Background: an optimization exercise with open tools, aiming at small area, a short achievable clock period and few clock cycles. Do not read the settings as production practice. Function was checked by simulation only, so behaviour that the tests miss may differ from the original. Power and IR drop assume default switching activity.

==> design/flow/design.v <==
module dshot_tdec (
    input  wire        clk,
    input  wire        rst,             
    input  wire        cfg_scheme,      
    input  wire [6:0]  cfg_tol,         
    input  wire        cfg_csum_inv,    
    input  wire [15:0] cfg_nom_period,  
    input  wire        in_valid,
    output wire        in_ready,
    input  wire        in_end,
    input  wire        in_level,        
    input  wire [15:0] in_high,         
    input  wire [15:0] in_len,          
    output reg         out_valid,
    output reg  [2:0]  out_status,
    output reg  [15:0] out_raw
);
    localparam [2:0] STAT_OK   = 3'd0;
    localparam [2:0] STAT_CSUM = 3'd2;
    localparam [2:0] STAT_INS  = 3'd3;
    localparam [2:0] STAT_BSF  = 3'd4;
    localparam [1:0] E_NONE = 2'd0, E_INS = 2'd1, E_BSF = 2'd2;
    localparam [1:0] A_IDLE = 2'd0, A_DIV = 2'd1, A_READY = 2'd2, A_HAND = 2'd3;
    localparam [1:0] DV_IDLE = 2'd0, DV_RUN = 2'd1, DV_DONE = 2'd2, DV_DONE2 = 2'd3;
    localparam [1:0] OWN_A = 2'd0, OWN_IN = 2'd1, OWN_B = 2'd2;
    reg        cs;
    reg [6:0]  ctol;
    reg        cinv;
    reg [15:0] cpn;
    always @(posedge clk) begin
        cs   <= cfg_scheme;
        ctol <= cfg_tol;
        cinv <= cfg_csum_inv;
        cpn  <= cfg_nom_period;
    end
    reg        in_ready_r;    
    reg        nrdy;          
    reg        v1, e1, lv1;
    reg [15:0] h1, l1;
    reg [5:0]  cnt;
    reg [20:0] acc;           
    reg [20:0] nacc;          
    reg [15:0] ra;            
    reg [15:0] rb;            
    reg        errf;          
    reg        n0zero;        
    reg        prev_lvl;
    reg [1:0]  pend_n0;
    reg        pend_big;
    reg [15:0] sbuf [0:31];
    reg [5:0]  wptr, rptr;
    reg [5:0]  rptr1;         
    reg [15:0] bq;
    reg [1:0]  a_st;
    reg [5:0]  a_cnt;
    reg [1:0]  a_estat;
    reg [15:0] a_pmin, a_pmax;
    reg [15:0] a_pe;
    reg [15:0] a_thr;         
    reg [6:0]  a_rr;          
    reg [1:0]  dv_st;
    reg [1:0]  dv_own;
    reg [2:0]  dv_it;
    reg [20:0] dv_rem;
    reg [20:0] dv_d;
    reg [15:0] dv_q;
    reg        hv;
    reg        b_act;
    reg [5:0]  b_left;
    reg [4:0]  b_j;
    reg [1:0]  b_estat;
    reg [15:0] b_p;
    reg [15:0] tq_1;
    reg        r1_v, r1_first, r1_last, r1_big, r1_chk, r1_err, r1_bit;
    reg [1:0]  r1_estat;
    reg [15:0] r1_d;
    reg [17:0] r1_cp;
    reg [4:0]  r1_c;
    reg        r2_v, r2_last, r2_fail;
    reg [1:0]  r2_estat;
    reg [4:0]  cum;
    reg [19:0] gr;
    reg        runerr;
    assign in_ready = in_ready_r;
    wire [17:0] tn3 = {1'b0, cpn, 1'b0} + {2'b0, cpn};
    wire [18:0] tn5 = {1'b0, cpn, 2'b0} + {3'b0, cpn};
    wire [18:0] tn7 = {cpn, 3'b0} - {3'b0, cpn};
    wire [17:0] b_t3 = {1'b0, b_p, 1'b0} + {2'b0, b_p};
    wire        dv_idle = (dv_st == DV_IDLE);
    wire        dv_done = (dv_st == DV_DONE);
    wire        dv_done2 = (dv_st == DV_DONE2);    
    wire [22:0] dv_r4  = {dv_rem, dv_q[15], dv_q[14]};
    wire [22:0] dv_d3  = {2'b0, dv_d} + {1'b0, dv_d, 1'b0};
    wire [23:0] dv_s1  = {1'b0, dv_r4} - {3'b0, dv_d};
    wire [23:0] dv_s2  = {1'b0, dv_r4} - {2'b0, dv_d, 1'b0};
    wire [23:0] dv_s3  = {1'b0, dv_r4} - {1'b0, dv_d3};
    wire        dv_g1  = ~dv_s1[23];
    wire        dv_g2  = ~dv_s2[23];
    wire        dv_g3  = ~dv_s3[23];
    wire        dv_b1  = dv_g2;
    wire        dv_b2  = dv_g3 | (dv_g1 & ~dv_g2);
    wire [20:0] dv_r2p = dv_g3 ? dv_s3[20:0] : dv_g2 ? dv_s2[20:0] : dv_g1 ? dv_s1[20:0] : dv_r4[20:0];
    wire [22:0] dv_t   = {1'b0, dv_rem, 1'b0} - {2'b0, dv_d};
    reg         dv_up, dv_tie;
    always @(posedge clk) begin
        dv_up  <= ~dv_t[22];
        dv_tie <= (dv_t == 23'd0);
    end
    wire [16:0] dl    = {l1, 1'b0};
    wire        n_ge1 = (dl >= {1'b0, cpn});
    wire        n_ge3 = ({1'b0, dl} >= tn3);
    wire        n_ge5 = ({2'b0, dl} >= tn5);
    wire        n_ge7 = ({2'b0, dl} >= tn7);
    wire [1:0]  n0f   = n_ge5 ? 2'd3 : n_ge3 ? 2'd2 : n_ge1 ? 2'd1 : 2'd0;
    wire [1:0]  estat_in = cs ? ((cnt == 6'd0) ? E_INS : (errf | n0zero) ? E_BSF : E_NONE)
                              : ((cnt < 6'd16) ? E_INS : errf ? E_BSF : E_NONE);
    wire in_div_act  = !dv_idle && (dv_own == OWN_IN);
    wire need_div_in = cs && (cnt != 6'd0) && pend_big;
    wire samp_ok     = !in_div_act && (!need_div_in || dv_idle);
    wire end_ok      = (a_st == A_IDLE) && !in_div_act && ((estat_in != E_NONE) || dv_idle);
    wire proc        = v1 && (e1 ? end_ok : samp_ok);
    wire proc_samp   = proc && !e1;
    wire proc_end    = proc && e1;
    wire v1_div_a  = proc_end && (estat_in == E_NONE);
    wire v1_div_in = proc_samp && need_div_in;
    wire buf_we = proc_samp && (cs || (cnt < 6'd16));
    wire [4:0]  cum_eff  = r1_first ? 5'd0 : cum;
    wire [5:0]  csum6 = {1'b0, cum_eff} + {1'b0, r1_c};
    wire [4:0]  cum_nx = (csum6 > 6'd21) ? 5'd21 : csum6[4:0];
    wire [4:0]  cum_iss = (b_j == 5'd0) ? 5'd0 : r1_v ? cum_nx : cum;
    wire        slow_need = r1_v && r1_big;    
    wire        r1_stall = slow_need;
    wire        b_tok    = (b_estat != E_NONE);
    wire        b_issue  = b_act && !r1_stall;
    wire        b_lastis = b_tok || (b_left == 6'd1);
    wire        b_take   = (a_st == A_READY) && (!b_act || (b_issue && b_lastis));
    wire b_div = slow_need && dv_idle && !v1_div_a && !v1_div_in;
    wire dv_start = v1_div_a || v1_div_in || b_div;
    wire [15:0] bd  = bq;    
    wire [16:0] bdd = {bd, 1'b0};
    wire [19:0] by1 = {3'b0, bdd} - {4'b0, b_p};
    wire [19:0] by3 = {3'b0, bdd} - {3'b0, b_p, 1'b0} - {4'b0, b_p};
    wire [19:0] by5 = {3'b0, bdd} - {2'b0, b_p, 2'b0} - {4'b0, b_p};
    wire [19:0] by7 = {3'b0, bdd} - {1'b0, b_p, 3'b0} + {4'b0, b_p};
    wire        ge1 = !by1[19];
    wire        ge3 = !by3[19];
    wire        ge5 = !by5[19];
    wire        ge7 = !by7[19];
    wire        eq1 = (by1 == 20'd0);
    wire        eq3 = (by3 == 20'd0);
    wire        eq5 = (by5 == 20'd0);
    wire [2:0]  c_f = ge7 ? 3'd4 : ge5 ? 3'd3 : ge3 ? 3'd2 : ge1 ? 3'd1 : 3'd0;
    wire [17:0] cp_f = ge7 ? {2'b0, b_p} : ge5 ? b_t3 : ge3 ? {1'b0, b_p, 1'b0} :
                       ge1 ? {2'b0, b_p} : 18'd0;
    wire        is_last = (b_left == 6'd1);
    reg [1:0] a_st_n;
    always @(*) begin
        a_st_n = a_st;
        case (a_st)
            A_IDLE:  if (proc_end) a_st_n = (estat_in == E_NONE) ? A_DIV : A_READY;
            A_DIV:   if (dv_done && dv_own == OWN_A) a_st_n = A_READY;
            A_READY: if (b_take) a_st_n = (a_estat == E_NONE) ? A_HAND : A_IDLE;
            default: if (b_issue && (cs || b_j == 5'd1)) a_st_n = A_IDLE;
        endcase
    end
    reg [1:0] dv_st_n;
    reg [1:0] dv_own_n;
    always @(*) begin
        dv_st_n  = dv_st;
        dv_own_n = dv_own;
        case (dv_st)
            DV_IDLE: if (dv_start) begin
                dv_st_n  = DV_RUN;
                dv_own_n = v1_div_a ? OWN_A : v1_div_in ? OWN_IN : OWN_B;
            end
            DV_RUN:  if (dv_it == 3'd7) dv_st_n = DV_DONE;
            DV_DONE: dv_st_n = (dv_own == OWN_A) ? DV_IDLE : DV_DONE2;
            default: dv_st_n = DV_IDLE;
        endcase
    end
    wire [5:0] cnt_n      = proc_end ? 6'd0 : proc_samp ? cnt + 6'd1 : cnt;
    wire       pend_big_n = (proc_samp && cs) ? n_ge7 : pend_big;
    wire [5:0] wptr_n     = wptr + {5'd0, buf_we};
    wire [5:0] rptr_tok   = rptr + b_left;    
    wire [5:0] rptr_n     = !b_issue ? rptr : b_tok ? rptr_tok : rptr1;
    wire [5:0] occ_n      = wptr_n - rptr_n;
    wire in_div_act_n = (dv_st_n != DV_IDLE) && (dv_own_n == OWN_IN);
    wire end_ok_n     = (a_st_n == A_IDLE) && (dv_st_n == DV_IDLE);
    wire samp_ok_n    = !in_div_act_n &&
                        (!(cs && (cnt_n != 6'd0) && pend_big_n) || (dv_st_n == DV_IDLE));
    wire v1_hold      = v1 && !proc;
    wire room1 = (occ_n <= 6'd30) || (cnt_n == 6'd31);
    wire room0 = (occ_n <= 6'd31) || (cnt_n == 6'd32);
    wire ok_move = in_end ? (end_ok_n && (occ_n <= 6'd31))
                          : (samp_ok_n && room1);
    wire ok_stay = !v1_hold ? room0
                 : e1 ? (end_ok_n && (occ_n <= 6'd31))
                      : (samp_ok_n && room1);
    wire moving  = in_valid && !nrdy;
    always @(posedge clk) begin
        if (rst) begin
            in_ready_r <= 1'b0;
            nrdy       <= 1'b1;
            v1         <= 1'b0;
        end else begin
            in_ready_r <= moving ? ok_move : ok_stay;
            nrdy       <= moving ? !ok_move : !ok_stay;
            v1         <= moving || v1_hold;
        end
        if (!v1_hold) begin
            e1  <= in_end;
            lv1 <= in_level;
            h1  <= in_high;
            l1  <= in_len;
        end
    end
    always @(posedge clk) begin
        if (buf_we)
            sbuf[wptr[4:0]] <= cs ? l1 : h1;
    end
    always @(posedge clk)
        bq <= sbuf[rptr_n[4:0]];
    wire [20:0] acc_sum  = acc + {5'd0, cs ? ra : l1};
    wire        nacc_div = dv_done2 && (dv_own == OWN_IN);
    wire [20:0] nacc_sum = nacc + (nacc_div ? {5'd0, dv_q} : {19'd0, pend_n0})
                                + {20'd0, nacc_div && dv_up};
    always @(posedge clk) begin
        if (rst) begin
            cnt    <= 6'd0;
            acc    <= 21'd0;
            nacc   <= 21'd0;
            errf   <= 1'b0;
            n0zero <= 1'b0;
            wptr   <= 6'd0;
        end else begin
            wptr <= wptr_n;
            cnt  <= cnt_n;
            if (proc_end) begin
                acc    <= 21'd0;
                nacc   <= 21'd0;
                errf   <= 1'b0;
                n0zero <= 1'b0;
            end else if (proc_samp) begin
                if (cs) begin
                    if (cnt != 6'd0 && lv1 == prev_lvl)
                        errf <= 1'b1;
                    if (cnt != 6'd0) begin
                        acc <= acc_sum;
                        if (!pend_big) begin
                            nacc <= nacc_sum;
                            if (pend_n0 == 2'd0)
                                n0zero <= 1'b1;
                        end
                    end
                end else if (cnt < 6'd16) begin
                    acc <= acc_sum;
                    if (h1 > l1)
                        errf <= 1'b1;
                end
            end
            if (nacc_div)
                nacc <= nacc_sum;
        end
    end
    always @(posedge clk) begin
        if (proc_samp) begin
            if (cs) begin
                prev_lvl <= lv1;
                ra       <= l1;
                pend_n0  <= n0f;
                pend_big <= n_ge7;
            end else if (cnt < 6'd16) begin
                if (cnt == 6'd0 || l1 < ra) ra <= l1;
                if (cnt == 6'd0 || l1 > rb) rb <= l1;
            end
        end
    end
    reg [20:0] dx, ddv;
    always @(*) begin
        if (v1_div_in) begin
            dx  = {5'd0, ra};
            ddv = {5'd0, cpn};
        end else if (v1_div_a) begin
            if (!cs) begin
                dx  = acc;
                ddv = 21'd16;
            end else if (cnt < 6'd2) begin
                dx  = {5'd0, cpn};
                ddv = 21'd1;
            end else begin
                dx  = acc;
                ddv = nacc;
            end
        end else begin
            dx  = {5'd0, r1_d};
            ddv = {5'd0, r1_cp[15:0]};
        end
    end
    wire [9:0] hz_t = {1'b0, a_rr, 2'b00} + (dv_q[1] ? {2'b0, ctol, 1'b0} : 10'd0)
                                         + (dv_q[0] ? {3'b0, ctol} : 10'd0);
    reg  [2:0] hz_dig;
    reg  [9:0] hz_sub;
    always @(*) begin
        if      (hz_t >= 10'd600) begin hz_dig = 3'd6; hz_sub = 10'd600; end
        else if (hz_t >= 10'd500) begin hz_dig = 3'd5; hz_sub = 10'd500; end
        else if (hz_t >= 10'd400) begin hz_dig = 3'd4; hz_sub = 10'd400; end
        else if (hz_t >= 10'd300) begin hz_dig = 3'd3; hz_sub = 10'd300; end
        else if (hz_t >= 10'd200) begin hz_dig = 3'd2; hz_sub = 10'd200; end
        else if (hz_t >= 10'd100) begin hz_dig = 3'd1; hz_sub = 10'd100; end
        else                      begin hz_dig = 3'd0; hz_sub = 10'd0;   end
    end
    wire [9:0] hz_rem10 = hz_t - hz_sub;
    wire [6:0] hz_rem   = hz_rem10[6:0];
    always @(posedge clk) begin
        if (rst) begin
            a_st  <= A_IDLE;
            dv_st <= DV_IDLE;
            hv    <= 1'b0;
        end else begin
            a_st  <= a_st_n;
            dv_st <= dv_st_n;
            hv    <= (dv_st == DV_RUN);
        end
        dv_own <= dv_own_n;
        if (proc_end) begin
            a_cnt   <= (!cs && cnt > 6'd16) ? 6'd16 : cnt;
            a_estat <= estat_in;
            a_pmin  <= ra;
            a_pmax  <= rb;
        end
        if (dv_start) begin
            dv_it  <= 3'd0;
            dv_rem <= {16'd0, dx[20:16]};
            dv_q   <= dx[15:0];
            dv_d   <= ddv;
        end else if (dv_st == DV_RUN) begin
            dv_it  <= dv_it + 3'd1;
            dv_rem <= dv_r2p;
            dv_q   <= {dv_q[13:0], dv_b1, dv_b2};
        end
        if (v1_div_a) begin
            a_thr <= 16'd0;
            a_rr  <= 7'd0;
        end else if (hv && dv_own == OWN_A) begin
            a_thr <= {a_thr[13:0], 2'b00} + {13'd0, hz_dig};
            a_rr  <= hz_rem;
        end
        if (dv_done && dv_own == OWN_A)
            a_pe <= dv_q;
    end
    wire [4:0] slow_c = ((dv_q[15:5] != 11'd0) || (dv_q[4:0] >= 5'd21)) ? 5'd21
                                                                         : dv_q[4:0] + {4'd0, dv_up};
    always @(posedge clk) begin
        if (rst) begin
            b_act <= 1'b0;
            rptr  <= 6'd0;
            rptr1 <= 6'd1;
            r1_v  <= 1'b0;
        end else begin
            rptr  <= rptr_n;
            rptr1 <= rptr_n + 6'd1;
            if (b_issue) begin
                b_left <= b_left - 6'd1;
                b_j    <= b_j + 5'd1;
                if (b_lastis)
                    b_act <= 1'b0;
            end
            if (b_take) begin
                b_act   <= 1'b1;
                b_left  <= a_cnt;
                b_j     <= 5'd0;
                b_estat <= a_estat;
                b_p     <= a_pe;
            end
            if (b_issue)
                r1_v <= 1'b1;
            else if (!r1_stall)
                r1_v <= 1'b0;
        end
        if (b_issue) begin
            if (b_tok) begin
                r1_first <= 1'b1;
                r1_last  <= 1'b1;
                r1_big   <= 1'b0;
                r1_chk   <= 1'b0;
                r1_err   <= 1'b0;
                r1_bit   <= 1'b0;
                r1_c     <= 5'd0;
                r1_estat <= b_estat;
            end else begin
                r1_first <= (b_j == 5'd0);
                r1_last  <= is_last;
                r1_estat <= E_NONE;
                if (b_j == 5'd0)
                    tq_1 <= a_thr;
                if (cs) begin
                    r1_d   <= bd;
                    r1_cp  <= cp_f;
                    r1_c   <= {2'b0, c_f};
                    r1_big <= ge7 && (!is_last || (cum_iss < 5'd18));
                    r1_chk <= !is_last && !ge7;
                    r1_err <= !is_last && (!ge1 || (!ge7 && (eq1 || eq3 || eq5)));
                    r1_bit <= 1'b0;
                end else begin
                    r1_d   <= (b_j == 5'd0) ? a_pmin : a_pmax;
                    r1_cp  <= {2'b0, b_p};
                    r1_c   <= 5'd0;
                    r1_big <= 1'b0;
                    r1_chk <= (b_j < 5'd2);
                    r1_err <= eq1;
                    r1_bit <= ge1 && !eq1;
                end
            end
        end else if (dv_done2 && dv_own == OWN_B) begin
            r1_d   <= dv_rem[15:0];
            r1_cp  <= dv_up ? r1_cp : 18'd0;
            r1_c   <= slow_c;
            r1_big <= 1'b0;
            r1_chk <= !r1_last;
            r1_err <= r1_err || (!r1_last && dv_tie);
        end
    end
    wire [18:0] dv_y  = {3'b0, r1_d} + {3'b0, tq_1} - {1'b0, r1_cp};
    wire        r1_fail = r1_err || (r1_chk && (dv_y[18] || (dv_y[17:0] > {1'b0, tq_1, 1'b0})));
    wire        r1_mv = r1_v && !r1_stall;
    wire [4:0]  gpos  = 5'd20 - cum_eff;
    always @(posedge clk) begin
        if (rst)
            r2_v <= 1'b0;
        else
            r2_v <= r1_mv;
        r2_fail  <= r1_fail;
        r2_last  <= r1_last;
        r2_estat <= r1_estat;
        if (r1_mv) begin
            if (cs) begin
                cum <= cum_nx;
                if (r1_first)
                    gr <= 20'd0;
                else if (r1_c != 5'd0 && cum_eff != 5'd0 && cum_eff <= 5'd20)
                    gr[gpos] <= 1'b1;
            end else begin
                gr <= r1_first ? {19'd0, r1_bit} : {gr[18:0], r1_bit};
            end
        end
    end
    wire        fail = r2_fail;
    reg [4:0] nib3, nib2, nib1, nib0;
    reg [4:0] gq [0:3];
    integer   k;
    always @(*) begin
        for (k = 0; k < 4; k = k + 1) begin
            case (gr[5*k +: 5])
                5'h19: gq[k] = {1'b1, 4'h0};
                5'h1B: gq[k] = {1'b1, 4'h1};
                5'h12: gq[k] = {1'b1, 4'h2};
                5'h13: gq[k] = {1'b1, 4'h3};
                5'h1D: gq[k] = {1'b1, 4'h4};
                5'h15: gq[k] = {1'b1, 4'h5};
                5'h16: gq[k] = {1'b1, 4'h6};
                5'h17: gq[k] = {1'b1, 4'h7};
                5'h1A: gq[k] = {1'b1, 4'h8};
                5'h09: gq[k] = {1'b1, 4'h9};
                5'h0A: gq[k] = {1'b1, 4'hA};
                5'h0B: gq[k] = {1'b1, 4'hB};
                5'h1E: gq[k] = {1'b1, 4'hC};
                5'h0D: gq[k] = {1'b1, 4'hD};
                5'h0E: gq[k] = {1'b1, 4'hE};
                5'h0F: gq[k] = {1'b1, 4'hF};
                default: gq[k] = 5'd0;
            endcase
        end
        nib0 = gq[0];
        nib1 = gq[1];
        nib2 = gq[2];
        nib3 = gq[3];
    end
    wire        gcr_ok  = nib3[4] & nib2[4] & nib1[4] & nib0[4];
    wire [15:0] gcr_raw = {nib3[3:0], nib2[3:0], nib1[3:0], nib0[3:0]};
    wire [15:0] fin_raw  = cs ? gcr_raw : gr[15:0];
    wire [3:0]  fin_exp  = fin_raw[15:12] ^ fin_raw[11:8] ^ fin_raw[7:4] ^ {4{cinv}};
    wire        errs     = runerr || fail;
    reg [2:0] fin_status;
    always @(*) begin
        if (r2_estat == E_INS)
            fin_status = STAT_INS;
        else if (r2_estat == E_BSF || errs)
            fin_status = STAT_BSF;
        else if (cs && cum != 5'd21)
            fin_status = STAT_INS;
        else if (cs && !gcr_ok)
            fin_status = STAT_BSF;
        else if (fin_raw[3:0] != fin_exp)
            fin_status = STAT_CSUM;
        else
            fin_status = STAT_OK;
    end
    always @(posedge clk) begin
        if (rst) begin
            out_valid <= 1'b0;
            runerr    <= 1'b0;
        end else begin
            out_valid <= r2_v && r2_last;
            if (r2_v)
                runerr <= r2_last ? 1'b0 : (runerr || fail);
        end
        out_status <= fin_status;
        out_raw    <= fin_raw;
    end
endmodule
==> design/flow/run.sh <==
#!/bin/bash
# synth_recipe.tcl (not shown) runs the flow's synth.tcl, then flattens the netlist and writes it again
# the make line also repeats each setting of config.mk as NAME=value (left out here)
make -C /OpenROAD-flow-scripts/flow DESIGN_CONFIG=/design/flow/config.mk WORK_HOME=/design/flow/orfs CLKGATE_MAP_FILE= SYNTH_SCRIPT=/design/flow/synth_recipe.tcl finish
==> design/flow/config.mk <==
export PLATFORM = sky130hd
export DESIGN_NAME = dshot_tdec
export DESIGN_NICKNAME = dshot_tdec
export VERILOG_FILES = /design/flow/design.v
export SDC_FILE = /design/flow/constraint.sdc
export NUM_CORES = 4
export LEC_CHECK = 0
export CAP_MARGIN = 20
export CORE_MARGIN = 2
export CORE_UTILIZATION = 40
export CTS_CLUSTER_DIAMETER = 100
export CTS_CLUSTER_SIZE = 30
export SLEW_MARGIN = 20
==> design/flow/constraint.sdc <==
create_clock -name core_clock -period 20.0 [get_ports {clk}]
set_input_delay 4.0000 -clock core_clock [delete_from_list [all_inputs] [get_ports {clk}]]
set_output_delay 4.0000 -clock core_clock [all_outputs]
set_load 0.01 [all_outputs]
==> reports/qor.txt, run 1 <==
largest net degree at the start of global routing - 114
buffers plus inverters on the worst setup path - 1
Root Driver - clkbuf_16
Pint - 3.37 mW
Post-synth ARST share - 0
dpl hpwl - 117,000 um
IO buf count - 82
Max stage delay on crit path - 630 ps
initial antenna violation count - 2
Post-CTS Setup Inserts - 0
DR top layer - met4
top cells by area, synth - edfxtp_1 (41%), ha_1 (9.7%), dfxtp_1 (7.2%)
post-route cell area - 63,900 um^2
CP startpoint kind - register
largest fanout on the critical path - 12
Die ar. - 151,000 um^2
met2 routed WL - 74,500 um
clk sinks - 1,008
setup tns final - 0 ps
Worst Max-Slew Pin Slew - 1050 ps
number of global-route vias before repair - 40.3k
net count of the mapped netlist - 5,983
Die X - 388 um
Initial Util - 0.404
slew margin rel. - 0.301
DR WL/cell - 22.0 um
CTS buffer count - 46
htree depth - 2
core box area - 146,000 um^2
Pleak - 24.6 nW
fin crit period - 5720 ps
Post-synth EDFFs - 797
Clk network pwr share - 0.251
status - timing/DRC/antenna clean
top_reg_cell synth - edfxtp_1
critical path class - register to register
maximum vdd ir drop - 0.0000674 V
max-slew violations - 0
synthesized cell area - 59,000 um^2
via count - 42.3k
Sw Ratio - 0.320
Antenna Violating Nets Remaining - 0
Critical Path End Type - register
reg2reg start - b_p[1]
net switching power figure - 1.58 mW
fmax - 175 MHz
Slowest cell on crit path - edfxtp_1
1st-iter DRT viols - 3,827
Worst Clk Skew - 74.6 ps
first drt pass iteration count - 6
Ports - 83
Syn-to-layout area delta - 8.30%
placed insts - 7,290
Cell Count, Final, Fillers Out - 7,378
final setup fails - 0
DP Area - 62,200 um^2
Global Route Usage Sum - 0.212
final hold violation count - 0
layout cells sized above 1 - 0.0727
DRC Markers - 0
final WL - 163,000 um
Yosys warning count - 2
Reg power frac - 0.492
most frequent CP cell - a21oi_1
worst path required time - 20,500 ps
Yosys reg bits - 1,008
first-pass GRT wire length - 248,000 um
Mapped Avg Cell Area - 10.9 um^2
combinational share of power - 0.257
Hold Path Origin - r1_estat[0]
vias per cell - 5.73
Worst path top cell family by delay - compound AO/OA/AOI/OAI gates
GPL Wtd Cong - 0.906
area leader, netlist - edfxtp_1
Pwr Density - 77.5 nW/um^2
Min-Delay Path Class - register to register
Syn Inst Count - 5,394
fin nets - 6,010
final core occ - 0.437
met3 wire len - 10,700 um
Max Cap Viol - 0
CTS tree - yes
post-cts resize count - 0
post-synth cell types - 99
Worst-path clk slew - 110 ps
Post-Route M1 WL - 74,600 um
Die Y-Extent - 388 um
hold buffer count at CTS - 0
share of the synthesized area in the top cell type - 0.406
clock latency (worst-skew pair) - 730 ps
site row count - 140
period utilization - 0.286
GR Overflow Total - 0
RSZ-0062 raised after global routing - false
CP Cell Sequence - inv_1, fa_1, a211oi_2, o21ai_1, a21o_1, a21oi_1, xnor2_1, ha_1, a21oi_1, nand2_1, o31ai_1, a21oi_1, a21o_1, a311oi_4, a21o_1, a21oi_1, o32ai_1
clock buffer depth - 3
Seq/Total Area, Yosys - 0.477
CP arrival - 6220 ps
Worst setup startpoint - b_p[1]
==> synth_stat cells, types with 40 or more instances <==
library cell and count:
edfxtp_1 797, xor2_1 94, ha_1 457, nor3_1 88, o21ai_0 300, mux4_2 128
xnor2_1 134, o21a_1 70, nor2b_1 65, mux2_2 43, and2_1 51, nand2_1 532
inv_1 360, fa_1 70, nor2_1 375, nand3_1 119, o21bai_1 40, o211ai_1 57
a211oi_1 52, clkbuf_1 142, nand2b_1 63, dfxtp_1 211, a21o_1 125, a21oi_1 412
==> layout by cell type (no fill, tap or decap), types with 28 or more instances in the layout <==
cell	synthesis	routed
a211oi_1	52	52
a21o_1	125	125
a21oi_1	412	411
a31oi_1	34	33
and2_1	51	51
and3_1	28	28
buf_4	1	84
clkbuf_16	0	46
clkdlybuf4s50_1	0	81
dfxtp_1	211	210
edfxtp_1	797	797
fa_1	70	70
ha_1	457	457
inv_1	360	359
mux2_2	43	43
mux2i_1	36	36
mux4_2	128	128
nand2_1	532	529
nand2b_1	63	63
nand3_1	119	119
nand4_1	38	38
nor2_1	375	374
nor2b_1	65	65
nor3_1	88	87
nor4_1	28	28
o211ai_1	57	57
o21a_1	70	69
o21ai_0	300	297
o21bai_1	40	40
or3_1	37	37
xnor2_1	134	134
xor2_1	94	94
==> power by group through the flow <==
stage	registers, mW	logic, mW	clock network, mW
global route	2.44	1.42	1.34
CTS	2.43	1.26	1.27
finish	2.43	1.27	1.24
global placement	2.48	1.24	0
detailed placement	2.48	1.25	0
floorplan	2.42	0.955	0
==> state kept, by name (all words and copies together) (netlist names), 18 cells and up <==
signal and flops:
acc 21, dv_d 21, dv_rem 21, gr 20
nacc 21, r1_cp 18, sbuf 512
==> logic make-up (layout without fill, tap and decap cells) <==
| family | Yosys count | in the layout | synth area share |
|---|---|---|---|
| AOI/OAI and AO/OA | 1365 | 1365 | 0.148 |
| xor gates and xnor gates | 233 | 233 | 0.0357 |
| adders and majority gates | 527 | 527 | 0.121 |
| buffers and inverters | 549 | 614 | 0.0355 |
| DFF | 1008 | 1008 | 0.477 |
| muxes | 207 | 207 | 0.0632 |
| other | 0 | 2 | 0 |
| and+or+nand+nor | 1505 | 1505 | 0.119 |
==> layer usage <==
metal | vias to the layer above | GRT usage
li1 | 19995 | -
met1 | 20842 | 0.309
met2 | 1271 | 0.341
met3 | 152 | 0.0252
met4 | 0 | 0.0384
met5 | - | 0
==> area by class of cell <==
cell class / instances / area (um^2)
Inverter: 361 / 1360
Sequential cell: 1008 / 28200
Clock buffer: 65 / 1230
Multi-Input combinational cell: 3837 / 28800
Fill cell: 13732 / 82200
Timing Repair Buffer: 167 / 1470
Clock inverter: 21 / 430
Antenna cell: 2 / 5.00
Tap cell: 1917 / 2400
==> worst paths after layout <==
path	end	slack, ps	depth (start not counted)
hold reg to reg	r2_estat[0]	350	0
setup reg to reg	r1_cp[11]	14280	17
hold / removal	r2_estat[0]	350	0
setup / recovery	r1_cp[11]	14280	17
==> stage by stage <==
stage	hold WS [ps]	power (mW)	setup slack [ps]
4_1_cts	351	4.96	14260
6_report	350	4.95	14280
5_1_grt	357	5.20	13780
2_1_floorplan	323	3.38	14410
3_5_place_dp	327	3.73	13840
3_3_place_gp	324	3.72	13780
Testbench counts, summed over its fixed seeds: cycles 16,293.
==> run 2: changes to the inputs <==
--- a/design/flow/config.mk
+++ b/design/flow/config.mk
@@ -10,4 +10,4 @@
 export CORE_UTILIZATION = 40
-export CTS_CLUSTER_DIAMETER = 100
-export CTS_CLUSTER_SIZE = 30
+export CTS_CLUSTER_DIAMETER = 80
+export CTS_CLUSTER_SIZE = 25
 export SLEW_MARGIN = 20
==> run 2 against run 1 <==
Net effect: non-clock buffer count did not move; critical path depth is the same; sequential power about the same; global-route usage is 0.23 points higher; register-to-register slack worse by 30 ps; highest routed layer unchanged; largest cell class unchanged; clock power up 24%; utilization rose by 0.48 points; setup slack worse by 28 ps; wire length increased by 0.64%; power rose by 6.1%.
==> reports/qor.txt, run 2 <==
clock buffer depth - 3 (unchanged)
via count - 42.3k (+0.20%)
CP arrival - 6250 ps (+30 ps)
final setup fails - 0 (unchanged)
grt met2 use - 0.343 (+0.00185)
fmax - 174 MHz (-0.49%)
layout cells sized above 1 - 0.0795 (+0.00674)
maximum vdd ir drop - 0.0000626 V (-7.2%)
Die ar. - 151,000 um^2 (unchanged)
worst path required time - 20,500 ps (about the same)
period utilization - 0.287 (+0.00140)
number of global-route vias before repair - 40.7k (+0.86%)
GR Util met3 - 0.0311 (+0.00590)
most frequent cell after synthesis - edfxtp_1
post-synth cell types - 99 (unchanged)
Hold Path Cell Cnt - 0 (unchanged)
net count of the mapped netlist - 5,983 (unchanged)
hold buffer count at CTS - 0 (unchanged)
final hold violation count - 0 (unchanged)
htree depth - 3 (+1)
RSZ-0062 raised after global routing - false
largest fanout on the critical path - 12 (unchanged)
commonest non-fill, non-tap cells in the layout - edfxtp_1 (797), nand2_1 (529), ha_1 (457), a21oi_1 (411), nor2_1 (374)
reg2reg start - b_p[1]
dpl hpwl - 117,000 um (unchanged)
DP Area - 62,200 um^2 (unchanged)
share of the synthesized area in the top cell type - 0.406 (unchanged)
CTS tree - yes
CP startpoint kind - register
R2R cell count - 17 (unchanged)
area leader, netlist - edfxtp_1
Hold EP - r2_estat[0]
top cells by area, synth - edfxtp_1 (41%), ha_1 (9.7%), dfxtp_1 (7.2%)
Reg power frac - 0.464 (-0.028)
Ports - 83 (unchanged)
GPL Wtd Cong - 0.906 (unchanged)
Worst Clk Skew - 61.5 ps (-13.2 ps)
max reg flops - 512 (unchanged)
1st-iter DRT viols - 3,900 (+1.9%)
fin crit period - 5750 ps (+27.9 ps)
Min-Delay Path Class - register to register
site row count - 140 (unchanged)
commonest non-fill, non-tap cell in the layout - edfxtp_1
final core occ - 0.442 (+0.00481)
clock latency (worst-skew pair) - 730 ps (about the same)
first-pass GRT wire length - 250,000 um (+0.62%)
Post-CTS Setup Inserts - 0 (unchanged)
Yosys reg bits - 1,008 (unchanged)
post-cts resize count - 0 (unchanged)
met1 GRT Util - 0.308 (-0.000897)
Clk network pwr share - 0.294 (+0.043)
Global Route Usage Sum - 0.214 (+0.00233)
Yosys warning count - 2 (unchanged)
setup tns final - 0 ps (unchanged)
Max Cap Viol - 0 (unchanged)
DR WL/cell - 22.1 um (+0.23%)
Pleak - 24.9 nW (+1.4%)
combinational share of power - 0.242 (-0.015)
fillcell total - 13.7k (-0.58%)
capture point of the worst reg-to-reg path - r1_cp[11]
Post-synth ARST share - 0 (unchanged)
Worst Max-Slew Pin Slew - 1030 ps (-16.0 ps)
Post-synth EDFFs - 797 (unchanged)
IO buf count - 82 (unchanged)
initial antenna violation count - 3 (+1)
Antenna Violating Nets Remaining - 0 (unchanged)
Sw Ratio - 0.320 (about the same)
Syn Inst Count - 5,394 (unchanged)
first drt pass iteration count - 6 (unchanged)
Root Driver - clkbuf_16
Pint - 3.57 mW (+6.1%)
synthesized cell area - 59,000 um^2 (unchanged)
DRC Markers - 0 (unchanged)
Critical Path End Type - register
CTS buffer count - 66 (+43%)
final WL - 164,000 um (+0.64%)
Syn-to-layout area delta - 9.49%
top_reg_cell synth - edfxtp_1
slew margin rel. - 0.307 (+0.00649)
status - timing/DRC/antenna clean
vias per cell - 5.72 (-0.20%)
net switching power figure - 1.68 mW (+6.1%)
Pwr Density - 81.3 nW/um^2 (+4.9%)
post-route cell area - 64,600 um^2 (+1.1%)
Die X - 388 um (unchanged)
Seq/Total Area, Yosys - 0.477 (unchanged)
Initial Util - 0.404 (unchanged)
Mapped Avg Cell Area - 10.9 um^2 (unchanged)
GR peak layer - met2
max-slew violations - 0 (unchanged)
GR Overflow Total - 0 (unchanged)
largest net degree at the start of global routing - 114 (unchanged)
core box area - 146,000 um^2 (unchanged)
Worst-path clk slew - 90 ps (-20 ps)
critical path class - register to register
Hold Path Origin - r1_estat[0]
Die Y-Extent - 388 um (unchanged)
r2r setup slk - 14,250 ps (-30 ps)
Commonest cells post-synth - edfxtp_1 (797), nand2_1 (532), ha_1 (457)
fin nets - 6,030 (+0.33%)
clk sinks - 1,008 (unchanged)
-- run 2: cell families (layout without fill, tap and decap cells) --
family	Yosys count	after routing	share of synthesized area
AO/OA/AOI/OAI	1365	1365	0.148
XOR/XNOR	233	233	0.0357
adder cells (fa/ha/maj)	527	527	0.121
buffers and inverters	549	642	0.0355
flip-flops	1008	1008	0.477
multiplexers	207	207	0.0632
other	0	4	0
AND/OR/NAND/NOR	1505	1505	0.119
-- run 2: layer usage --
layer	up-vias	part of all wire
met5	-	0
met4	0	0.020
met3	192	0.065
met2	1240	0.46
met1	20862	0.46
li1	20051	-
-- run 2: critical path, stage by stage (launching register included) --
cell	delay, ps
edfxtp_1	620
inv_1	330
fa_1	570
a211oi_2	270
o21ai_1	160
a21o_1	180
a21oi_1	200
xnor2_1	140
ha_1	300
a21oi_1	180
nand2_1	70
o31ai_1	420
a21oi_1	190
a21o_1	270
a311oi_4	540
a21o_1	480
a21oi_1	300
o32ai_1	300
-- run 2: power by group through the flow --
stage	clock (mW)	sequential [mW]	combinational, mW
6_report	1.54	2.43	1.27
5_1_grt	1.65	2.44	1.42
4_1_cts	1.58	2.43	1.26
3_5_place_dp	0	2.48	1.25
3_3_place_gp	0	2.48	1.24
2_1_floorplan	0	2.42	0.955
-- run 2: worst max-delay path by stage --
stage / endpoint / slack (ps) / start / cells past startpoint
after global routing: r1_cp[13] / 13750 / b_p[1] / 18
after global placement: nrdy / 13780 / in_valid / 9
final: r1_cp[11] / 14250 / b_p[1] / 17
after floorplan: b_estat[0] / 14410 / rst / 3
after CTS: in_ready / 14250 / in_ready_r / 1
after detailed placement: nrdy / 13840 / in_valid / 9
-- run 2: cell type report --
type	count	area, um^2	share of cell area
antenna	4	10.0	0.000155
clock buffer	74	1720	0.0267
clock inverter	40	636	0.00984
inverter	361	1360	0.0210
multi-input combinational	3837	28800	0.446
sequential	1008	28200	0.436
tap	1917	2400	0.0371
timing repair buffer	167	1470	0.0227
-- run 2: per-stage QoR --
| stage | cells | hold slack (ps) | setup slack, ps | power (mW) |
|---|---|---|---|---|
| 2_1_floorplan | 5394 | 323 | 14410 | 3.38 |
| 6_report | 7408 | 346 | 14250 | 5.25 |
| 5_1_grt | 7404 | 353 | 13750 | 5.51 |
| 4_1_cts | 7404 | 347 | 14250 | 5.27 |
| 3_3_place_gp | 7290 | 324 | 13780 | 3.72 |
| 3_5_place_dp | 7290 | 327 | 13840 | 3.73 |
==> run 3: changes to the inputs <==
--- a/design/flow/design.v
+++ b/design/flow/design.v
@@ -85,4 +85,2 @@
     wire [17:0] tn3 = {1'b0, cpn, 1'b0} + {2'b0, cpn};
-    wire [18:0] tn5 = {1'b0, cpn, 2'b0} + {3'b0, cpn};
-    wire [18:0] tn7 = {cpn, 3'b0} - {3'b0, cpn};
     wire [17:0] b_t3 = {1'b0, b_p, 1'b0} + {2'b0, b_p};
@@ -109,6 +107,7 @@
     wire [16:0] dl    = {l1, 1'b0};
-    wire        n_ge1 = (dl >= {1'b0, cpn});
-    wire        n_ge3 = ({1'b0, dl} >= tn3);
-    wire        n_ge5 = ({2'b0, dl} >= tn5);
-    wire        n_ge7 = ({2'b0, dl} >= tn7);
+    wire [17:0] ny1   = {1'b0, dl} - {2'b0, cpn};
+    wire        n_ge1 = !ny1[17];
+    wire        n_ge3 = n_ge1 && (ny1[16:0] >= {cpn, 1'b0});
+    wire        n_ge5 = n_ge1 && ({1'b0, ny1[16:0]} >= {cpn, 2'b0});
+    wire        n_ge7 = n_ge1 && ({2'b0, ny1[16:0]} >= {tn3, 1'b0});
     wire [1:0]  n0f   = n_ge5 ? 2'd3 : n_ge3 ? 2'd2 : n_ge1 ? 2'd1 : 2'd0;
@@ -140,13 +139,11 @@
     wire [16:0] bdd = {bd, 1'b0};
-    wire [19:0] by1 = {3'b0, bdd} - {4'b0, b_p};
-    wire [19:0] by3 = {3'b0, bdd} - {3'b0, b_p, 1'b0} - {4'b0, b_p};
-    wire [19:0] by5 = {3'b0, bdd} - {2'b0, b_p, 2'b0} - {4'b0, b_p};
-    wire [19:0] by7 = {3'b0, bdd} - {1'b0, b_p, 3'b0} + {4'b0, b_p};
-    wire        ge1 = !by1[19];
-    wire        ge3 = !by3[19];
-    wire        ge5 = !by5[19];
-    wire        ge7 = !by7[19];
-    wire        eq1 = (by1 == 20'd0);
-    wire        eq3 = (by3 == 20'd0);
-    wire        eq5 = (by5 == 20'd0);
+    wire [17:0] by1 = {1'b0, bdd} - {2'b0, b_p};
+    wire [16:0] byp = by1[16:0];
+    wire        ge1 = !by1[17];
+    wire        ge3 = ge1 && (byp >= {b_p, 1'b0});
+    wire        ge5 = ge1 && ({1'b0, byp} >= {b_p, 2'b0});
+    wire        ge7 = ge1 && ({2'b0, byp} >= {b_t3, 1'b0});
+    wire        eq1 = (by1 == 18'd0);
+    wire        eq3 = ge1 && (byp == {b_p, 1'b0});
+    wire        eq5 = ge1 && ({1'b0, byp} == {b_p, 2'b0});
     wire [2:0]  c_f = ge7 ? 3'd4 : ge5 ? 3'd3 : ge3 ? 3'd2 : ge1 ? 3'd1 : 3'd0;
--- a/design/flow/config.mk
+++ b/design/flow/config.mk
@@ -10,4 +10,2 @@
 export CORE_UTILIZATION = 40
-export CTS_CLUSTER_DIAMETER = 80
-export CTS_CLUSTER_SIZE = 25
 export SLEW_MARGIN = 20
==> run 3 against run 2 <==
Net effect: sequential share of layout area increased by 1.8 points; global-route usage increased by 0.31 points; wire length is 5.3% lower; maximum frequency decreased by 1.8%; largest power group unchanged; clock power increased by 34%; critical path depth grew 1; power grew 5.4%; final cell count fell by 8.0%; synthesized cell count decreased by 10%; die area down 5.8%.
==> reports/qor.txt, run 3 <==
number of global-route vias before repair - 37.9k (-6.8%)
DR WL/cell - 22.7 um (+3.0%)
Max stage delay on crit path - 850 ps (+230 ps)
layout cells sized above 1 - 0.0939 (+0.0144)
most frequent cell after synthesis - edfxtp_1
Mapped Avg Cell Area - 11.5 um^2 (+4.7%)
Worst path top cell family by delay - compound AO/OA/AOI/OAI gates
combinational share of power - 0.196 (-0.046)
placed insts - 6,612 (-9.3%)
GR Overflow Total - 0 (unchanged)
DRC Markers - 0 (unchanged)
period utilization - 0.293 (+0.00520)
Die Y-Extent - 377 um (-3.0%)
final hold violation count - 0 (unchanged)
top_reg_cell synth - edfxtp_1
Seq/Total Area, Yosys - 0.507 (+0.0299)
fmax - 171 MHz (-1.8%)
r2r setup slk - 14,150 ps (-100 ps)
Worst setup startpoint - b_p[2]
Syn-to-layout area delta - 11.8%
vias per cell - 5.69 (-0.53%)
final setup fails - 0 (unchanged)
R2R cell count - 18 (+1)
largest fanout on the critical path - 14 (+2)
GPL Wtd Cong - 0.932 (+2.9%)
reg2reg start - b_p[2]
Antenna Violating Nets Remaining - 0 (unchanged)
Yosys warning count - 2 (unchanged)
post-synth cell types - 108 (+9.1%)
final WL - 155,000 um (-5.3%)
critical path class - register to register
post-route cell area - 62,100 um^2 (-3.9%)
Clk network pwr share - 0.373 (+0.079)
Ports - 83 (unchanged)
Global Route Usage Sum - 0.217 (+0.00310)
DP Area - 58,400 um^2 (-6.1%)
clk sinks - 1,008 (unchanged)
commonest non-fill, non-tap cell in the layout - edfxtp_1
synthesized cell area - 55,500 um^2 (-5.9%)
worst path required time - 20,580 ps (+80 ps)
Pleak - 23.6 nW (-5.5%)
capture point of the worst reg-to-reg path - r1_cp[14]
WP depth - 18 (+1)
final core occ - 0.451 (+0.00875)
largest net degree at the start of global routing - 133 (+17%)
Slowest cell on crit path - a21oi_1
setup tns final - 0 ps (unchanged)
Post-synth ARST share - 0 (unchanged)
buffers plus inverters on the worst setup path - 1 (unchanged)
initial antenna violation count - 3 (unchanged)
Pwr Density - 89.2 nW/um^2 (+9.7%)
clock latency (worst-skew pair) - 750 ps (+20 ps)
Die X - 377 um (-3.0%)
slew margin rel. - 0.283 (-0.0242)
Post-synth EDFFs - 797 (unchanged)
Die ar. - 142,000 um^2 (-5.8%)
commonest non-fill, non-tap cells in the layout - edfxtp_1 (797), nand2_1 (501), ha_1 (397), nor2_1 (357), a21oi_1 (325)
Min-Delay Path Class - register to register
max reg flops - 512 (unchanged)
IO buf count - 82 (unchanged)
net switching power figure - 1.59 mW (-5.1%)
RSZ-0062 raised after global routing - false
max-slew violations - 0 (unchanged)
1st-iter DRT viols - 3,334 (-15%)
dpl hpwl - 110,000 um (-5.5%)
Critical Path End Type - register
Syn Inst Count - 4,847 (-10%)
site row count - 136 (-2.9%)
CTS buffer count - 106 (+61%)
clock buffer depth - 3 (unchanged)
Worst-path clk slew - 70 ps (-20 ps)
fin nets - 5,440 (-9.8%)
status - timing/DRC/antenna clean
hold buffer count at CTS - 0 (unchanged)
Worst Max-Slew Pin Slew - 1050 ps (+15.4 ps)
first drt pass iteration count - 6 (unchanged)
CP startpoint kind - register
core box area - 138,000 um^2 (-5.8%)
via count - 38.7k (-8.5%)
Pint - 3.94 mW (+10%)
crit path capture - r1_cp[14]
maximum vdd ir drop - 0.0000832 V (+33%)
area leader, netlist - edfxtp_1
Sw Ratio - 0.288 (-0.0321)
CP Cell Sequence - inv_1, ha_1, nor2b_1, o31a_1, o2111ai_1, a31o_2, o2111ai_1, a21oi_1, xor2_1, ha_1, nand4_1, nor3_1, a21boi_0, or3_1, a211oi_1, nand2b_1, a21oi_1, a22o_1
first-pass GRT wire length - 235,000 um (-5.9%)
fin crit period - 5850 ps (+104 ps)
Placement Setup Slack - 13,840 ps (-7.00 ps)
Post-CTS Setup Inserts - 0 (unchanged)
CP arrival - 6430 ps (+180 ps)
Commonest cells post-synth - edfxtp_1 (797), nand2_1 (502), ha_1 (397)
top cells by area, synth - edfxtp_1 (43%), ha_1 (8.9%), dfxtp_1 (7.6%)
net count of the mapped netlist - 5,361 (-10%)
htree depth - 3 (unchanged)
CTS tree - yes
Reg power frac - 0.432 (-0.032)
Worst Clk Skew - 66.3 ps (+4.87 ps)
Max Cap Viol - 0 (unchanged)
share of the synthesized area in the top cell type - 0.431 (+0.0254)
fin worst setup slack - 14,150 ps (-104 ps)
post-cts resize count - 0 (unchanged)
Cell Count, Final, Fillers Out - 6,812 (-8.0%)
Initial Util - 0.403 (-0.000496)
Yosys reg bits - 1,008 (unchanged)
Root Driver - clkbuf_16
==> run 3: cell count changes after synthesis, sizes merged, moves of 21 or more <==
| cell | before | now |
|---|---|---|
| a21o | 125 | 82 |
| a21oi | 415 | 330 |
| clkbuf | 142 | 115 |
| ha | 457 | 397 |
| inv | 361 | 291 |
| nand2 | 533 | 505 |
| nand2b | 63 | 42 |
| nand3 | 119 | 91 |
| o21ai | 309 | 235 |
| xnor2 | 135 | 109 |
==> run 3: power by group through the flow <==
| stage | combinational (mW) | clock, mW | sequential [mW] |
|---|---|---|---|
| after floorplan | 0.808 | 0 | 2.39 |
| after global placement | 1.05 | 0 | 2.43 |
| after detailed placement | 1.07 | 0 | 2.43 |
| after CTS | 1.08 | 2.10 | 2.39 |
| after global routing | 1.21 | 2.17 | 2.39 |
| final | 1.08 | 2.06 | 2.39 |
==> run 3: final cells by class <==
class	instances	area [um^2]
fill	12545	75600
sequential	1008	28200
multi-input combinational	3365	25500
clock buffer	133	2850
tap	1794	2240
timing repair buffer	152	1370
inverter	293	1100
clock inverter	66	793
antenna	1	2.50
==> run 3: worst min path at each step <==
stage / startpoint / end / slack (ps) / depth (start not counted)
floorplan: r1_estat[0] / r2_estat[0] / 320 / 0
global route: a_thr[14] / tq_1[14] / 410 / 0
detailed placement: r1_last / r2_last / 400 / 0
global placement: r1_last / r2_last / 390 / 0
CTS: a_thr[14] / tq_1[14] / 390 / 0
finish: a_thr[14] / tq_1[14] / 400 / 0
==> run 3: cell families (layout without fill, tap and decap cells) <==
group / Yosys count / count (layout) / share of synthesized area
buf+inv: 474 / 644 / 0.0339
fa+ha+maj: 453 / 453 / 0.110
compound gates: 1138 / 1138 / 0.135
flops: 1008 / 1008 / 0.507
other cells: 0 / 1 / 0
simple gates: 1365 / 1365 / 0.114
mux: 201 / 201 / 0.0661
xor+xnor: 208 / 208 / 0.0339
==> run 3: through the flow <==
stage                     hold WS, ps  power (mW)
after CTS                         388        5.56
final                             398        5.53
after global placement            392        3.49
after floorplan                   323        3.20
after global routing              406        5.78
after detailed placement          398        3.50
==> run 3: routing by layer <==
metal  global-route usage  share of wire  vias up
met5                    0       0.000097        -
met4               0.0749          0.036        2
met3               0.0344          0.057      267
met2                0.355           0.47     1139
met1                0.293           0.44    19099
li1                     -              -    18223
Testbench counts of run 3, summed over its fixed seeds: cycles 16,293.
==> run 4: changes to the inputs <==
--- a/design/flow/config.mk
+++ b/design/flow/config.mk
@@ -10,2 +10,4 @@
 export CORE_UTILIZATION = 40
+export CTS_CLUSTER_DIAMETER = 80
+export CTS_CLUSTER_SIZE = 25
 export SLEW_MARGIN = 20
==> run 4 against run 3 <==
Net effect: largest cell class unchanged; still clean; combinational power is essentially flat; die area unchanged; non-clock buffer count unchanged.
==> reports/qor.txt, run 4 <==
status - timing/DRC/antenna clean
capture point of the worst reg-to-reg path - r1_cp[9]
Yosys reg bits - 1,008 (unchanged)
CTS buffer count - 54 (-49%)
largest net degree at the start of global routing - 133 (unchanged)
clock latency (worst-skew pair) - 710 ps (-40 ps)
maximum vdd ir drop - 0.0000672 V (-19%)
Post-synth ARST share - 0 (unchanged)
Mapped Avg Cell Area - 11.5 um^2 (unchanged)
initial antenna violation count - 3 (unchanged)
hold buffer count at CTS - 0 (unchanged)
Critical Path End Type - register
Worst path top cell family by delay - compound AO/OA/AOI/OAI gates
vias per cell - 5.70 (+0.21%)
Die X - 377 um (unchanged)
Yosys warning count - 2 (unchanged)
fmax - 170 MHz (-0.23%)
top cells by area, synth - edfxtp_1 (43%), ha_1 (8.9%), dfxtp_1 (7.6%)
Global Route Usage Sum - 0.214 (-0.00322)
CTS tree - yes
CP Cell Sequence - inv_1, ha_1, nor2b_1, o31a_1, o2111ai_1, a31o_2, o2111ai_1, a21oi_1, xor2_1, ha_1, nand4_1, nor3_1, a21boi_0, or3_1, a211oi_1, nand2b_1, a21oi_1, a22o_1
Syn-to-layout area delta - 8.52%
Tot Pwr - 4.77 mW (-14%)
core box area - 138,000 um^2 (unchanged)
setup tns final - 0 ps (unchanged)
Root Driver - clkbuf_16
commonest non-fill, non-tap cell in the layout - edfxtp_1
CP startpoint kind - register
Worst-path clk slew - 100 ps (+30 ps)
final setup fails - 0 (unchanged)
net switching power figure - 1.47 mW (-7.3%)
WP depth - 18 (unchanged)
WHS - 424 ps (+26.0 ps)
via count - 38.3k (-1.2%)
final WL - 153,000 um (-1.1%)
Ports - 83 (unchanged)
htree depth - 2 (-1)
max reg flops - 512 (unchanged)
top_reg_cell synth - edfxtp_1
Pwr Density - 79.3 nW/um^2 (-11%)
reg2reg start - b_p[2]
Syn Inst Count - 4,847 (unchanged)
final hold violation count - 0 (unchanged)
fin worst setup slack - 14,130 ps (-13.5 ps)
net count of the mapped netlist - 5,361 (unchanged)
Placement Setup Slack - 13,840 ps (unchanged)
Reg power frac - 0.500 (+0.068)
post-synth cell types - 108 (unchanged)
Pleak - 22.7 nW (-3.8%)
Pint - 3.30 mW (-16%)
GPL Wtd Cong - 0.932 (unchanged)
Slowest cell on crit path - a21oi_1
worst path required time - 20,550 ps (-30 ps)
Worst Max-Slew Pin Slew - 1090 ps (+38.3 ps)
Worst Clk Skew - 44.9 ps (-21.4 ps)
fin crit period - 5870 ps (+13.5 ps)
1st-iter DRT viols - 3,146 (-5.6%)
R2R cell count - 18 (unchanged)
first drt pass iteration count - 9 (+3)
Commonest cells post-synth - edfxtp_1 (797), nand2_1 (502), ha_1 (397)
DRC Markers - 0 (unchanged)
Post-synth EDFFs - 797 (unchanged)
clock buffer depth - 3 (unchanged)
buffers plus inverters on the worst setup path - 1 (unchanged)
site row count - 136 (unchanged)
Post-CTS Setup Inserts - 0 (unchanged)
Max Cap Viol - 0 (unchanged)
largest fanout on the critical path - 14 (unchanged)
Min-Delay Path Class - register to register
Antenna Violating Nets Remaining - 0 (unchanged)
layout cells sized above 1 - 0.0795 (-0.0144)
number of global-route vias before repair - 37.4k (-1.4%)
Max stage delay on crit path - 870 ps (+20 ps)
post-cts resize count - 0 (unchanged)
share of the synthesized area in the top cell type - 0.431 (unchanged)
GR Overflow Total - 0 (unchanged)
IO buf count - 82 (unchanged)
max-slew violations - 0 (unchanged)
Clk network pwr share - 0.273 (-0.100)
Initial Util - 0.403 (unchanged)
CP arrival - 6420 ps (about the same)
commonest non-fill, non-tap cells in the layout - edfxtp_1 (797), nand2_1 (501), ha_1 (397), nor2_1 (357), a21oi_1 (325)
Seq/Total Area, Yosys - 0.507 (unchanged)
Die Y-Extent - 377 um (unchanged)
combinational share of power - 0.227 (+0.031)
fin nets - 5,388 (-0.96%)
RSZ-0062 raised after global routing - false
critical path class - register to register
Die ar. - 142,000 um^2 (unchanged)
r2r setup slk - 14,130 ps (about the same)
synthesized cell area - 55,500 um^2 (unchanged)
period utilization - 0.293 (+0.000675)
Sw Ratio - 0.309 (+0.0213)
crit path capture - r1_cp[9]
clk sinks - 1,008 (unchanged)
first-pass GRT wire length - 232,000 um (-0.98%)
area leader, netlist - edfxtp_1
Worst setup startpoint - b_p[2]
slew margin rel. - 0.276 (-0.00748)
DR WL/cell - 22.8 um (+0.31%)
most frequent cell after synthesis - edfxtp_1
dpl hpwl - 110,000 um (unchanged)
fillcell total - 12.7k (+1.4%)
-- run 4: cell counts after synthesis --
Identical to the previous run, type by type.
-- run 4: power groups by stage --
stage	Combinational [mW]	Sequential, mW	Clock [mW]
floorplan	0.808	2.39	0
global placement	1.05	2.43	0
detailed placement	1.07	2.43	0
CTS	1.08	2.39	1.33
global route	1.21	2.39	1.40
finish	1.08	2.39	1.30
-- run 4: through the flow --
stage	instance area [um^2]	utilization	cells
after CTS	60200	0.437	6714
after global routing	60200	0.438	6714
after floorplan	55500	-	4847
after global placement	58400	0.424	6612
final	60200	0.438	6717
after detailed placement	58400	0.424	6612
-- run 4: cells by family after synthesis --
group,Yosys count,share of synthesized area
XOR/XNOR,208,0.0339
flip-flops,1008,0.507
multiplexers,201,0.0661
adder cells (fa/ha/maj),453,0.110
buffers and inverters,474,0.0339
AO/OA/AOI/OAI,1138,0.135
AND/OR/NAND/NOR,1365,0.114
-- run 4: cell type report --
cell class / count / area (um^2) / share of cell area
antenna: 3 / 7.51 / 0.000125
clock buffer: 81 / 1500 / 0.0250
clock inverter: 21 / 315 / 0.00523
inverter: 293 / 1100 / 0.0183
multi-input combinational: 3365 / 25500 / 0.424
sequential: 1008 / 28200 / 0.467
tap: 1794 / 2240 / 0.0373
timing repair buffer: 152 / 1370 / 0.0227
-- run 4: metal layers --
metal | track usage | part of all wire | up-vias
li1 | - | - | 18086
met1 | 0.292 | 0.44 | 18963
met2 | 0.358 | 0.48 | 1016
met3 | 0.0239 | 0.054 | 203
met4 | 0.0657 | 0.032 | 2
met5 | 0 | 0.000098 | -
-- run 4: how the worst min path moves through the flow --
stage	slack, ps	from	endpoint	depth (start not counted)
global placement	390	r1_last	r2_last	0
finish	420	r1_last	r2_last	0
floorplan	320	r1_estat[0]	r2_estat[0]	0
CTS	420	r1_last	r2_last	0
global route	430	a_pe[3]	b_p[3]	0
detailed placement	400	r1_last	r2_last	0
==> run 5: changes to the inputs <==
--- a/design/flow/config.mk
+++ b/design/flow/config.mk
@@ -10,4 +10,4 @@
 export CORE_UTILIZATION = 40
-export CTS_CLUSTER_DIAMETER = 80
-export CTS_CLUSTER_SIZE = 25
+export CTS_CLUSTER_DIAMETER = 90
+export CTS_CLUSTER_SIZE = 28
 export SLEW_MARGIN = 20
==> run 5 against run 4 <==
Net effect: sequential cell count unchanged; non-clock buffer count is the same; maximum frequency is 0.86% lower; die area unchanged; critical path depth unchanged; wire length is essentially flat; power down 1.4%; cell area is 0.29% lower; global-route usage about the same; critical endpoint is now r1_cp[14].
==> reports/qor.txt, run 5 <==
status - timing/DRC/antenna clean
Tot Pwr - 4.71 mW (-1.4%)
Critical Path End Type - register
dpl hpwl - 110,000 um (unchanged)
Root Driver - clkbuf_16
Ports - 83 (unchanged)
Worst Max-Slew Pin Slew - 1090 ps (+2.11 ps)
final setup fails - 0 (unchanged)
worst path required time - 20,540 ps (about the same)
Min-Delay Path Class - register to register
via count - 38.3k (+0.0078%)
Syn Inst Count - 4,847 (unchanged)
CTS buffer count - 49 (-9.3%)
Post-CTS Setup Inserts - 0 (unchanged)
final core occ - 0.436 (-0.00128)
area leader, netlist - edfxtp_1
CP startpoint kind - register
largest fanout on the critical path - 14 (unchanged)
htree depth - 2 (unchanged)
top cells by area, synth - edfxtp_1 (43%), ha_1 (8.9%), dfxtp_1 (7.6%)
Initial Util - 0.403 (unchanged)
Yosys warning count - 2 (unchanged)
share of the synthesized area in the top cell type - 0.431 (unchanged)
clk sinks - 1,008 (unchanged)
Max Cap Viol - 0 (unchanged)
commonest non-fill, non-tap cells in the layout - edfxtp_1 (797), nand2_1 (501), ha_1 (397), nor2_1 (357), a21oi_1 (325)
critical path class - register to register
vias per cell - 5.71 (+0.17%)
fin crit period - 5920 ps (+50.7 ps)
post-route cell area - 60,100 um^2 (-0.29%)
layout cells sized above 1 - 0.0778 (-0.00167)
Die ar. - 142,000 um^2 (unchanged)
post-cts resize count - 0 (unchanged)
IO buf count - 82 (unchanged)
fin nets - 5,383 (-0.093%)
Commonest cells post-synth - edfxtp_1 (797), nand2_1 (502), ha_1 (397)
Die X - 377 um (unchanged)
Mapped Avg Cell Area - 11.5 um^2 (unchanged)
clock latency (worst-skew pair) - 700 ps (about the same)
slew margin rel. - 0.274 (-0.00141)
largest net degree at the start of global routing - 133 (unchanged)
first-pass GRT wire length - 232,000 um (-0.20%)
Worst Clk Skew - 53.6 ps (+8.75 ps)
CP arrival - 6460 ps (+40 ps)
CTS tree - yes
Global Route Usage Sum - 0.214 (about the same)
DR WL/cell - 22.8 um (about the same)
core box area - 138,000 um^2 (unchanged)
GR Overflow Total - 0 (unchanged)
fmax - 169 MHz (-0.86%)
clock buffer depth - 3 (unchanged)
Pwr Density - 78.3 nW/um^2 (-1.2%)
period utilization - 0.296 (+0.00254)
Die Y-Extent - 377 um (unchanged)
initial antenna violation count - 2 (-1)
GPL Wtd Cong - 0.932 (unchanged)
DRC Markers - 0 (unchanged)
max-slew violations - 0 (unchanged)
first drt pass iteration count - 6 (-3)
synthesized cell area - 55,500 um^2 (unchanged)
hold buffer count at CTS - 0 (unchanged)
Antenna Violating Nets Remaining - 0 (unchanged)
max reg flops - 512 (unchanged)
final WL - 153,000 um (about the same)
Worst-path clk slew - 110 ps (about the same)
site row count - 136 (unchanged)
commonest non-fill, non-tap cell in the layout - edfxtp_1
setup tns final - 0 ps (unchanged)
Yosys reg bits - 1,008 (unchanged)
DP Area - 58,400 um^2 (unchanged)
Post-synth EDFFs - 797 (unchanged)
WHS - 415 ps (-9.40 ps)
number of global-route vias before repair - 37.3k (-0.29%)
Post-synth ARST share - 0 (unchanged)
most frequent cell after synthesis - edfxtp_1
RSZ-0062 raised after global routing - false
Seq/Total Area, Yosys - 0.507 (unchanged)
maximum vdd ir drop - 0.0000652 V (-3.0%)
Pleak - 22.6 nW (-0.39%)
top_reg_cell synth - edfxtp_1
post-synth cell types - 108 (unchanged)
Syn-to-layout area delta - 8.20%
final hold violation count - 0 (unchanged)
net count of the mapped netlist - 5,361 (unchanged)
1st-iter DRT viols - 3,251 (+3.3%)
## run 5: changes by cell type in the layout (fill, tap and decap cells not counted), sizes merged
| cell | delta |
|---|---|
| clkbuf | -9 |
| clkinv | -2 |
| diode | -1 |
| inv | +1 |
## run 5: final timing paths
| kind | from | endpoint | slack [ps] | depth (start not counted) |
|---|---|---|---|---|
| max | b_p[2] | r1_cp[14] | 14080 | 18 |
| min | a_pe[2] | b_p[2] | 410 | 0 |
| max reg2reg | b_p[2] | r1_cp[14] | 14080 | 18 |
| min reg2reg | a_pe[2] | b_p[2] | 410 | 0 |
## run 5: critical path, cell delays in order, from the launching register on
cell and delay [ps]:
edfxtp_1 520, inv_1 160, ha_1 360, nor2b_1 160, o31a_1 290, o2111ai_1 270
a31o_2 250, o2111ai_1 150, a21oi_1 200, xor2_1 450, ha_1 350, nand4_1 150
nor3_1 90, a21boi_0 130, or3_1 440, a211oi_1 510, nand2b_1 110, a21oi_1 870
a22o_1 300
## run 5: cells by family (layout without fill, tap and decap cells)
group / count (synthesis) / after routing / synth area share
other cells: 0 / 2 / 0
mux: 201 / 201 / 0.0661
simple gates: 1365 / 1365 / 0.114
xor+xnor: 208 / 208 / 0.0339
fa+ha+maj: 453 / 453 / 0.110
compound gates: 1138 / 1138 / 0.135
flops: 1008 / 1008 / 0.507
buf+inv: 474 / 537 / 0.0339
## run 5: final cells by class
type / count / area (um^2)
multi-input combinational: 3365 / 25500
fill: 12742 / 77600
tap: 1794 / 2240
antenna: 2 / 5.00
timing repair buffer: 152 / 1370
clock buffer: 72 / 1330
inverter: 293 / 1100
clock inverter: 20 / 312
sequential: 1008 / 28200
## run 5: metal layers
metal  track usage  wire length, um
met1         0.292            67500
met4        0.0666             4960
met3        0.0246             8140
met2         0.357            72500
met5             0               11
## run 5: per-stage QoR
step	cells	worst slack (ps)
after detailed placement	6612	13840
after global placement	6612	13820
after CTS	6704	14160
after floorplan	4847	14390
after global routing	6704	13730
final	6706	14080
## run 5: power breakdown
group | switching (mW) | internal (mW)
Combinational | 0.648 | 0.434
Clock | 0.735 | 0.501
Sequential | 0.0760 | 2.31

-- separate check: timing with driven ports --
The flow's constraints put no driver on any port. The routed layouts listed below were extracted and timed again, unchanged, in two steps. Step 1 (the two cells are an assumption about what drives the block):
set clk [get_ports {clk}]
set_driving_cell -lib_cell sky130_fd_sc_hd__clkbuf_16 $clk
set_driving_cell -lib_cell sky130_fd_sc_hd__buf_2 [delete_from_list [all_inputs] $clk]
Step 2 times the ports against the registers' clock, not the clock port: input delays grow and output delays shrink by t, the midpoint of the rising clock arrivals with the driver on. Three values: ideal, step 1, step 2; two values: the first two.
run | shift t [ns] | slack for setup (ns) | hold WS [ns]
run 1 | 0.775 | 14.278 / 14.200 / 13.786 | 0.350 / 0.350 / 0.350
run 2 | 0.784 | 14.250 / 14.223 / 13.774 | 0.346 / 0.346 / 0.346
run 3 | 0.794 | 14.146 / 14.099 / 14.146 | 0.398 / 0.398 / 0.398
run 4 | 0.766 | 14.133 / 14.113 / 14.133 | 0.424 / 0.424 / 0.424
run 5 | 0.754 | 14.082 / 14.082 / 14.082 | 0.415 / 0.415 / 0.415
After both steps every run listed still meets setup and hold. For run 1, which loses most, drivers alone change the setup slack by -0.078 ns; drivers and shift together by -0.492 ns.
